Source: an optimization exercise on an open RTL-to-GDS flow (aim: small area, a short achievable clock period and few clock cycles). Production flows keep margins and buffers that such runs may drop. The RTL was checked by simulation tests, not by an equivalence proof against the original design. No activity file was given, so power comes from the tool's default toggle rates.

$ cat design/flow/config.mk
export PLATFORM = sky130hd
export DESIGN_NAME = lz77_enc
export DESIGN_NICKNAME = lz77_enc
export VERILOG_FILES = /design/flow/design.v
export SDC_FILE = /design/flow/constraint.sdc
export NUM_CORES = 4
export LEC_CHECK = 0
export CAP_MARGIN = 20
export CORE_MARGIN = 2
export CORE_UTILIZATION = 65
export CTS_BUF_LIST = sky130_fd_sc_hd__clkbuf_8
export CTS_CLUSTER_DIAMETER = 80
export CTS_CLUSTER_SIZE = 30
export SLEW_MARGIN = 20
$ cat design/flow/constraint.sdc
create_clock -name core_clock -period 10.0 [get_ports {clk}]
set_input_delay 2.0000 -clock core_clock [delete_from_list [all_inputs] [get_ports {clk}]]
set_output_delay 2.0000 -clock core_clock [all_outputs]
set_load 0.01 [all_outputs]
$ cat design/flow/design.v
module lz77_enc (
    input  wire        clk,
    input  wire        rst,              
    input  wire        in_valid,
    output wire        in_ready,
    input  wire [23:0] in_pixel,         
    input  wire        in_last,          
    output wire        out_valid,
    input  wire        out_ready,
    output wire [7:0]  out_byte,
    output wire        out_last          
);
    reg [11:0] pbuf;
    reg [1:0]  pcnt;                     
    reg        plast;                    
    reg        pfirst;                   
    reg        nfirst;                   
    reg        rdy;                      
    reg [67:0] sw;                       
    reg [15:0] alive;                    
    reg [3:0]  cur_len;                  
    reg        flush;                    
    reg        o_valid, s_valid;
    reg [7:0]  o_byte,  s_byte;
    reg        o_last,  s_last;
    wire       have    = (pcnt != 2'd0);
    wire       step    = have && !s_valid;
    wire [3:0] x       = pbuf[11:8];
    wire       is_end  = plast && (pcnt == 2'd1);
    reg [15:0] m;
    integer o;
    always @* begin
        for (o = 0; o < 16; o = o + 1)
            m[o] = (sw[4*o +: 4] == x);
    end
    wire [15:0] a      = alive & m;
    wire        ends   = (cur_len == 4'd9) || (a == 16'd0);
    reg [3:0] best;
    always @* begin
        best = 4'd0;
        for (o = 0; o < 16; o = o + 1)
            if (alive[o]) best = o;
    end
    wire [7:0] tok = (cur_len == 4'd1) ? {1'b0, sw[67:64], 3'b000}
                                       : {1'b1, cur_len[2:0] - 3'd2, best};
    wire emit = !s_valid && (flush || (have && !pfirst && cur_len != 4'd0 && ends));
    wire take_in = in_valid && rdy;
    wire o_free  = !o_valid || out_ready;
    wire [1:0] pcnt_n    = take_in ? 2'd3 : (step ? pcnt - 2'd1 : pcnt);
    wire       s_valid_n = s_valid ? !o_free : (emit && !o_free);
    assign in_ready  = rdy;
    assign out_valid = o_valid;
    assign out_byte  = o_byte;
    assign out_last  = o_last;
    always @(posedge clk) begin
        if (rst) begin
            pcnt    <= 2'd0;
            nfirst  <= 1'b1;
            rdy     <= 1'b1;
            flush   <= 1'b0;
            o_valid <= 1'b0;
            s_valid <= 1'b0;
        end else begin
            pcnt    <= pcnt_n;
            rdy     <= (pcnt_n == 2'd0) || (pcnt_n == 2'd1 && !s_valid_n);
            s_valid <= s_valid_n;
            if (take_in)
                nfirst <= in_last;
            if (!s_valid)
                flush <= step && !pfirst && is_end;
            if (o_free)
                o_valid <= s_valid || emit;
        end
    end
    wire        sw_hold  = !step;
    wire        sw_slide = step && !pfirst;
    wire        sw_seed  = step && pfirst;
    wire [67:0] sw_n = ({68{sw_hold}}  & sw)
                     | ({68{sw_slide}} & {x, sw[67:4]})
                     | ({68{sw_seed}}  & {17{x}});
    wire        restart  = (cur_len == 4'd0) || ends;
    wire [15:0] alive_n  = ({16{sw_hold}} & alive)
                         | ({16{sw_slide}} & m & (alive | {16{restart}}));
    wire        pb_load  = rdy;
    wire        pb_shift = !rdy && step;
    wire        pb_hold  = !rdy && !step;
    wire [11:0] pbuf_n   = ({12{pb_load}}  & {in_pixel[23:20], in_pixel[15:12], in_pixel[7:4]})
                         | ({12{pb_shift}} & {pbuf[7:0], 4'd0})
                         | ({12{pb_hold}}  & pbuf);
    wire        plast_n  = (pb_load & in_last) | (!pb_load & plast);
    wire        pfirst_n = (pb_load & nfirst)  | (pb_hold & pfirst);
    wire        cl_one   = step && (pfirst || restart);
    wire        cl_inc   = step && !pfirst && !restart;
    wire        cl_hold  = !step && !(flush && !s_valid);
    wire [3:0]  cur_len_n = ({4{cl_one}}  & 4'd1)
                          | ({4{cl_inc}}  & (cur_len + 4'd1))
                          | ({4{cl_hold}} & cur_len);
    wire        ob_skid  = o_free && s_valid;
    wire        ob_tok   = o_free && !s_valid;
    wire [7:0]  o_byte_n = ({8{ob_skid}} & s_byte) | ({8{ob_tok}} & tok) | ({8{!o_free}} & o_byte);
    wire        o_last_n = (ob_skid & s_last) | (ob_tok & flush) | (!o_free & o_last);
    always @(posedge clk) begin
        sw    <= sw_n;
        alive <= alive_n;
        pbuf    <= pbuf_n;
        plast   <= plast_n;
        pfirst  <= pfirst_n;
        cur_len <= cur_len_n;
        o_byte  <= o_byte_n;
        o_last  <= o_last_n;
        if (!s_valid) begin
            s_byte <= tok;
            s_last <= flush;
        end
    end
endmodule
$ cat design/flow/flow/run.sh
#!/bin/bash
# Custom flow: the standard layout, with timing repair aiming for
# 7.6 ns of setup slack instead of the flow default, so that the resizer
# also works on paths that already meet the clock, and a clock tree built
# without dummy loads. Logs are kept here.
bash standard.sh SETUP_SLACK_MARGIN=7.6 \
  "CTS_ARGS=-sink_clustering_enable -repair_clock_nets -dont_use_dummy_load -sink_clustering_size 30 -sink_clustering_max_diameter 80 -root_buf sky130_fd_sc_hd__clkbuf_16 -buf_list sky130_fd_sc_hd__clkbuf_4" \
  finish > standard.log 2>&1
$ cat design/flow/standard.sh
#!/bin/bash
# synth_recipe.tcl (not shown) runs the flow's synth.tcl, then flattens the netlist and writes it again
# the make line also repeats each setting of config.mk as NAME=value (left out here)
make -C /OpenROAD-flow-scripts/flow DESIGN_CONFIG=/design/flow/config.mk WORK_HOME=/design/flow/orfs CLKGATE_MAP_FILE= SYNTH_SCRIPT=/design/flow/synth_recipe.tcl "${@:-finish}"
==> Implementation_results.wiki <==
{| class="wikitable"
! Metric !! Value
|-
| Avg Cell Area, Syn || between 8 and 9 sq um
|-
| CP required || 8.00 ns
|-
| Number of rows created at floorplan || 34
|-
| Power density over cell area || roughly 390 mW/mm^2
|-
| Worst clock skew || 0.04481 ns
|-
| Die ar. || 0.009709 sq mm
|-
| Cell class contributing the biggest share of worst-path delay || flip-flops
|-
| FMAX || between 300 and 400 MHz
|-
| Global-route wire length before repair || around 21000 microns
|-
| Footprint of the flip-flops and latches || around 0.0027 sq mm
|-
| Predominant post-synthesis flop cell || sky130_fd_sc_hd__dfxtp_1
|-
| Die outline height || about 99 microns
|-
| Relative max-transition margin || 0.4567
|-
| Clock network latency to the later pin of the worst-skew pair || 0.36 ns
|-
| CP endpoint kind || output port
|-
| Synth area leaders || sky130_fd_sc_hd__dfxtp_1 (40%), sky130_fd_sc_hd__xor2_1 (9.6%), sky130_fd_sc_hd__nand2_1 (8.1%)
|-
| Routability congestion estimate from global placement || slightly above 0.9
|-
| Syn-to-layout area delta || 13.81%
|-
| Critical path data arrival time || slightly above 0.8 ns
|-
| Routed length per instance || approximately 17 microns
|-
| IR Drop Worst-Case VDD || 0.2173 mV
|-
| Detailed-route DRC error count || 0
|-
| Most frequently used cell type in the post-synthesis netlist || sky130_fd_sc_hd__nand2_1
|-
| Total iterations of the first detailed-routing run || 6
|-
| Grt ovf || 0
|-
| Vias post-DR || between 4000 and 5000
|-
| Top cells by count, synth || sky130_fd_sc_hd__nand2_1 (125), sky130_fd_sc_hd__dfxtp_1 (117), sky130_fd_sc_hd__o21ai_1 (86), sky130_fd_sc_hd__a21oi_1 (73), sky130_fd_sc_hd__xor2_1 (64)
|-
| Slew at the pin with the worst max-slew slack || 0.8149 ns
|-
| Overall Power || between 0.002 and 0.003 W
|-
| Maximum number of buffers from clock root to sink || 2
|-
| Count of H-tree levels built during CTS || 4
|-
| Number of synthesized flops with an enable pin || 10
|-
| Post-detailed-route via-to-cell ratio || 5.915
|-
| Total detailed-routing wirelength || 13310 microns
|-
| Delay of the slowest cell on the worst path || around 0.35 ns
|-
| Total of max-cap violations || 0
|-
| Root buffer cell || sky130_fd_sc_hd__clkbuf_16
|-
| Synth Register Bits || 127
|-
| All-layer global routing usage || 0.2620
|-
| Synth Cell Area || between 0.005 and 0.006 sq mm
|-
| Antenna violations before repair || 0
|-
| Proportion of synthesized chip area in sequential cells || 0.4549
|-
| Number of hold-slack violations in the final timing report || 0
|-
| Setup repair after global routing missed its margin || yes
|-
| Final standard cell area without fillers || about 0.0066 sq mm
|-
| Clock edge transition at the registers on the reported setup and hold paths || ~0.11 ns
|-
| 1st-iter DRT viols || ~290
|-
| Final setup vio count || 0
|-
| Count of distinct cell types in the synthesized netlist || 53
|-
| Result of the run || complete, no violations
|-
| Placeable core region || ~0.0087 sq mm
|-
| Remaining antenna violation count after routing || 0
|-
| Largest net degree at the start of global routing || between 80 and 90
|-
| Final cell utilization of the core || 0.7618
|-
| Most area-hungry cell type in the Yosys netlist || sky130_fd_sc_hd__dfxtp_1
|-
| Number of clock sinks || approximately 130
|-
| Number of fillers in the final layout || about 670
|-
| Number of nets in the final layout || 733
|-
| Share of post-route cells with drive strength above 1 || 0.1681
|-
| Cell Area, Placed || around 0.0060 sq mm
|-
| CP Buf/Inv Count || 1
|-
| Number of placed I/O pins || 40
|-
| TritonCTS clock tree || yes
|-
| Final hold slack || about 0.45 ns
|-
| Proportion of register bits with asynchronous set or reset after synthesis || 0
|-
| WS Path Type || reg2out
|-
| Num CTS Buffers || 17
|-
| CP max-delay cell || sky130_fd_sc_hd__dfxtp_2
|-
| Effective utilization at floorplan || 0.6694
|-
| Startpoint class of the critical path || flop
|-
| Fraction of post-synthesis cell area in the top cell type by area || 0.4032
|-
| Number of I/O port buffers || 27
|-
| Worst path cell trace || buf_6
|-
| Vias in the first global route || about 4300
|-
| Number of pins with negative max-slew slack in the final report || 0
|-
| Worst min-delay path class || reg2reg
|-
| Number of diodes || 0
|-
| Final worst path period need || about 2.8 ns
|-
| Synthesized instance count || between 600 and 700
|-
| Crit share post-route || 0.2811
|-
| Area occupied by multi-input gates || 0.002980 sq mm
|-
| Synth Warn # || 1
|-
| Leakage dissipation || roughly 2.7 nW
|-
| Die outline width || between 90 and 100 microns
|-
| Maximum fanout along the worst path || 2
|-
| Placed wire-length estimate after detailed placement || 7603 microns
|-
| Mapped Nets || about 700
|-
| Sum of negative setup slack || 0 ns
|}
==> cell type report <==
type,instances,share of cell area
inverter,14,0.007949
multi-input combinational,477,0.4508
sequential,127,0.4033
clock buffer,17,0.02195
tap,108,0.02044
timing repair buffer,61,0.09557
==> registers in the layout, summed over array words and instances (netlist names), named ones only <==
register / cells
pfirst: 1
s_byte: 8
pbuf: 12
sw: 68
s_last: 1
nfirst: 1
o_last: 1
o_valid: 1
o_byte: 8
cur_len: 4
s_valid: 1
alive: 16
flush: 1
pcnt: 2
rdy: 1
==> what timing repair did <==
item                                    CTS  global route
endpoints found under the setup margin   47            32
gates cloned                              1             1
hold buffers                              0             0
pin swaps                                 5            19
setup buffers                             7            22
gates resized for setup                  99            16
==> cells by family after synthesis <==
logic type	Yosys count	share of synthesized area
DFF	127	0.4549
AOI/OAI and AO/OA	209	0.2070
muxes	18	0.03144
xor gates and xnor gates	65	0.09800
and+or+nand+nor	177	0.1419
buffers and inverters	66	0.05384
adders and majority gates	6	0.01292
==> worst reg2reg max path, cell delays in order (launching register included) <==
cell	delay, ns
sky130_fd_sc_hd__dfxtp_4	0.37
sky130_fd_sc_hd__buf_12	0.14
sky130_fd_sc_hd__buf_4	0.14
sky130_fd_sc_hd__xor2_1	0.16
sky130_fd_sc_hd__nor4_2	0.40
sky130_fd_sc_hd__a22oi_1	0.17
sky130_fd_sc_hd__nand4_1	0.17
sky130_fd_sc_hd__nor2_4	0.08
sky130_fd_sc_hd__or4_4	0.44
sky130_fd_sc_hd__o22ai_2	0.14
==> through the flow <==
stage          instances  worst slack (ns)
3_5_place_dp         756             6.430
3_3_place_gp         756             6.451
4_1_cts              781             7.179
5_1_grt              804             7.151
6_report             804             7.189
2_1_floorplan        668             7.404
==> layer usage <==
| metal | up-vias | track usage | wire length (microns) |
|---|---|---|---|
| met2 | 127 | 0.4045 | 6164 |
| met1 | 2248 | 0.3727 | 6273 |
| li1 | 2363 | - | - |
| met3 | 18 | 0.06454 | 705 |
| met5 | - | 0 | 0 |
| met4 | 0 | 0.06639 | 164 |
==> cell usage in the layout (no fill, tap or decap), drive strengths merged, types with 2 or more instances in the layout <==
cell type and count:
o41ai 3, a21oi 73, clkbuf 17, clkdlybuf4s50 12, buf 48, a22oi 8, a211oi 2, nor4 19
inv 14, or4 2, o211ai 2, edfxtp 10, o31a 2, a2bb2oi 16, and2 5, o21a 2
xor2 64, or2 2, mux2i 16, ha 6, mux2 2, nand2 125, nor3 3, dfxtp 117
o31ai 2, nand4 2, nor2b 3, nand3 2, o21ai 90, nor2 11, or3 2
==> power by group <==
group | switching, W | internal, W | total (W)
combinational | 0.000788 | 0.000594 | 0.00138
clock | 0.000154 | 0.0000929 | 0.000247
sequential | 0.000206 | 0.000766 | 0.000973
==> final timing paths <==
check	startpoint	endpoint	slack, ns	cells past startpoint
max reg2reg	pbuf[11]$_DFF_P_	cur_len[1]$_DFF_P_	7.69	9
max	o_byte[6]$_DFF_P_	out_byte[6]	7.19	1
min reg2reg	pbuf[2]$_DFF_P_	pbuf[2]$_DFF_P_	0.45	2
min	pbuf[2]$_DFF_P_	pbuf[2]$_DFF_P_	0.45	2
Testbench counts, summed over its fixed seeds: cycles 70,407.

==> re-timing with driven ports <==
In the flow no input, the clock included, has a driving cell. The finished layout below was timed again as built, in two steps. Step 1 assumes that a clkbuf_16 drives the clock port and a buf_2 every other input. Step 2 adds t to the input delays and takes it off the output delays; t is the mean of the earliest and latest rising clock arrival at the registers after step 1. Input paths then give back, and output paths get back, about the clock's delay inside the block. Three values: ideal ports, drivers, drivers and shift; two values: the first two.
t (ns): 0.381
setup slack, ns: 7.189 / 7.148 / 7.203
clock arrival spread, ns: 0.044 / 0.045
cell pins on the clock port's net: 1
After both steps setup and hold are still met in this run. The setup slack of this run moves by -0.041 ns with the drivers and by +0.014 ns with both steps.
